Source: an optimization exercise on an open RTL-to-GDS flow (aim: small area, a short achievable clock period and few clock cycles). Production flows keep margins and buffers that such runs may drop.
At most, simulation tests tie the RTL to the original design; equivalence was not proved.
No activity file was given, so power comes from the tool's default toggle rates.

## JK
// krobots_alu
module krobots_alu (
    input  wire        clk,
    input  wire        rst,
    input  wire        in_valid,
    output wire        in_ready,
    input  wire [5:0]  in_op,
    input  wire [15:0] in_a,
    input  wire [15:0] in_b,
    input  wire [15:0] in_flags,
    output reg         out_valid,
    output reg  [15:0] out_result,
    output reg  [1:0]  out_dest,
    output reg         out_taken,
    output reg         out_fault
);
    localparam OP_ADD  = 6'd1,  OP_SUB  = 6'd2,  OP_OR   = 6'd3,  OP_AND  = 6'd4;
    localparam OP_XOR  = 6'd5,  OP_NOT  = 6'd6,  OP_MPY  = 6'd7,  OP_DIV  = 6'd8;
    localparam OP_MOD  = 6'd9,  OP_JMP  = 6'd12, OP_JLS  = 6'd13, OP_JGR  = 6'd14;
    localparam OP_JNE  = 6'd15, OP_JEQ  = 6'd16, OP_DO   = 6'd18, OP_LOOP = 6'd19;
    localparam OP_CMP  = 6'd20, OP_TEST = 6'd21, OP_MOV  = 6'd22, OP_INC  = 6'd33;
    localparam OP_DEC  = 6'd34, OP_SHL  = 6'd35, OP_SHR  = 6'd36, OP_ROL  = 6'd37;
    localparam OP_ROR  = 6'd38, OP_JZ   = 6'd39, OP_JNZ  = 6'd40, OP_JAE  = 6'd41;
    localparam OP_JBE  = 6'd42, OP_SAL  = 6'd43, OP_SAR  = 6'd44, OP_NEG  = 6'd45;
    localparam DEST_NONE = 2'd0, DEST_A = 2'd1, DEST_FLAGS = 2'd2, DEST_CX = 2'd3;
    reg         rdy;
    reg         s_v;
    reg  [5:0]  s_op;
    reg  [15:0] s_a, s_b, s_f;
    reg         dv;         
    reg         fx;         
    reg  [2:0]  dcnt;       
    reg         d_mod;      
    reg         d_neg;      
    reg         d_cd;       
    assign in_ready = rdy;
    wire acc      = in_valid & rdy;
    wire in_isdiv = (in_op[5:1] == 5'b00100);
    wire [5:0] o = s_op;
    wire op_add  = (o == OP_ADD);
    wire op_sub  = (o == OP_SUB);
    wire op_or   = (o == OP_OR);
    wire op_and  = (o == OP_AND);
    wire op_xor  = (o == OP_XOR);
    wire op_not  = (o == OP_NOT);
    wire op_mpy  = (o == OP_MPY);
    wire op_div  = (o[5:1] == 5'b00100);
    wire op_do   = (o == OP_DO);
    wire op_loop = (o == OP_LOOP);
    wire op_cmp  = (o == OP_CMP);
    wire op_test = (o == OP_TEST);
    wire op_mov  = (o == OP_MOV);
    wire op_inc  = (o == OP_INC);
    wire op_dec  = (o == OP_DEC);
    wire op_shl  = (o == OP_SHL) | (o == OP_SAL);
    wire op_shr  = (o == OP_SHR);
  ...
Size in the first run: ~2000 cells after synthesis, about 15000 um^2 of cells after synthesis.
export LEC_CHECK = 0
export CAP_MARGIN = 20
export CORE_MARGIN = 2
export CORE_UTILIZATION = 40
export SLEW_MARGIN = 20
create_clock -name core_clock -period 42.0 [get_ports {clk}]
standard.sh (not shown) runs the stock make flow with config.mk's settings and CLKGATE_MAP_FILE= SYNTH_SCRIPT=/design/flow/synth_recipe.tcl, a recipe that flattens the netlist after the stock synthesis.
==> flow/flow/run.sh <==
#!/bin/bash
# Standard layout, with repair_timing asked to leave setup slack of at least
# MARGIN ns at the design's clock period (so it sizes the critical paths),
# small plain buffers on the ports, and synthesis's buffers removed before
# placement (repair_design buffers what needs it).
set -euo pipefail
MARGIN=32.6
bash standard.sh SETUP_SLACK_MARGIN=$MARGIN \
  "BUFFER_PORTS_ARGS=-buffer_cell sky130_fd_sc_hd__buf_1" \
  GPL_TIMING_DRIVEN=0 REMOVE_ABC_BUFFERS=1 CORE_UTILIZATION=60 finish > standard_make.log 2>&1
Looking at the reports, JK completed the entire flow and the layout it produced met the timing, DRC and antenna checks.
The following lists how MS was set up differently from JK:
--- a/flow/design.v
+++ b/flow/design.v
@@ -90,14 +90,13 @@
             for (i = 0; i < 16; i = i + 1)
                 if (v[i]) lzc16 = 5'd15 - i[4:0];
         end
     endfunction
     wire [4:0]  lza   = lzc16(s_a ^ {16{s_a[15]}});
     wire [4:0]  lzb   = lzc16(s_b ^ {16{s_b[15]}});
-    wire        a_p2  = s_a[15] & ~|(~s_a[15:1] & s_a[14:0]);
-    wire [5:0]  dlz   = {1'b0, lzb} - {1'b0, lza} + {5'd0, a_p2};
+    wire [5:0]  dlz   = {1'b0, lzb} - {1'b0, lza} + {5'd0, s_a[15]};
     wire        bzero = (s_b == 16'd0);
     wire        qzero = dlz[5];                            
     wire [2:0]  m     = dlz[4] ? 3'd7 : dlz[3:1];          
     wire [3:0]  c     = s_b[3:0];
     wire        sh_r  = op_shr | op_sar | op_ror;
     wire [3:0]  amt   = setup ? {~m, 1'b0} : (sh_r ? (4'd0 - c) : c);
==> notes.md <==
MS reports a lower fraction of final layout cells sized beyond drive strength 1 than JK does.
JK reports its standard cell with the maximum stage delay on the critical path as dfxtp_4 while MS reports dfxtp_1.
MS vs JK, launch point of the critical path: out_result[0]$_DFF_P_ vs rdy$_DFF_P_
From JK to MS the numbers moved as follows: full die area fell 2.0%; power after layout fell 44 uW; global-route track usage on met2 lost 0.40 points; aggregate routed wire length saw an increase; final worst hold slack level.
Testbench counts of MS, summed over its fixed seeds: cycles 36,227.
No functional check of the RTL was part of JK.

## separate check: timing with driven ports
Ports are ideal in the flow. The routed layouts listed here were re-timed in OpenROAD. Step 1 sets driving cells, clkbuf_16 on the clock port and buf_2 on the other inputs (assumed; they add their load-dependent delay and slew). Step 2 adds t to the input delays and takes it off the output delays; t is the mean of the earliest and latest rising clock arrival at the registers after step 1. Input paths then give back, and output paths get back, about the clock's delay inside the block. Three values: ideal, step 1, step 2; two values: the first two.
run	t (ns)	setup slack, ns	worst hold slack (ns)	clock arrival spread, ns	worst slew at a driven data input, ns
JK	0.413	32.612 / 32.560 / 32.465	0.480 / 0.480 / 0.480	0.022 / 0.022	0.03
MS	0.413	32.647 / 32.598 / 32.484	0.481 / 0.481 / 0.481	0.024 / 0.024	0.05
After both steps setup and hold are still met in every run listed. The setup slack of MS, which loses most, moves by -0.049 ns with the drivers and by -0.163 ns with both steps.
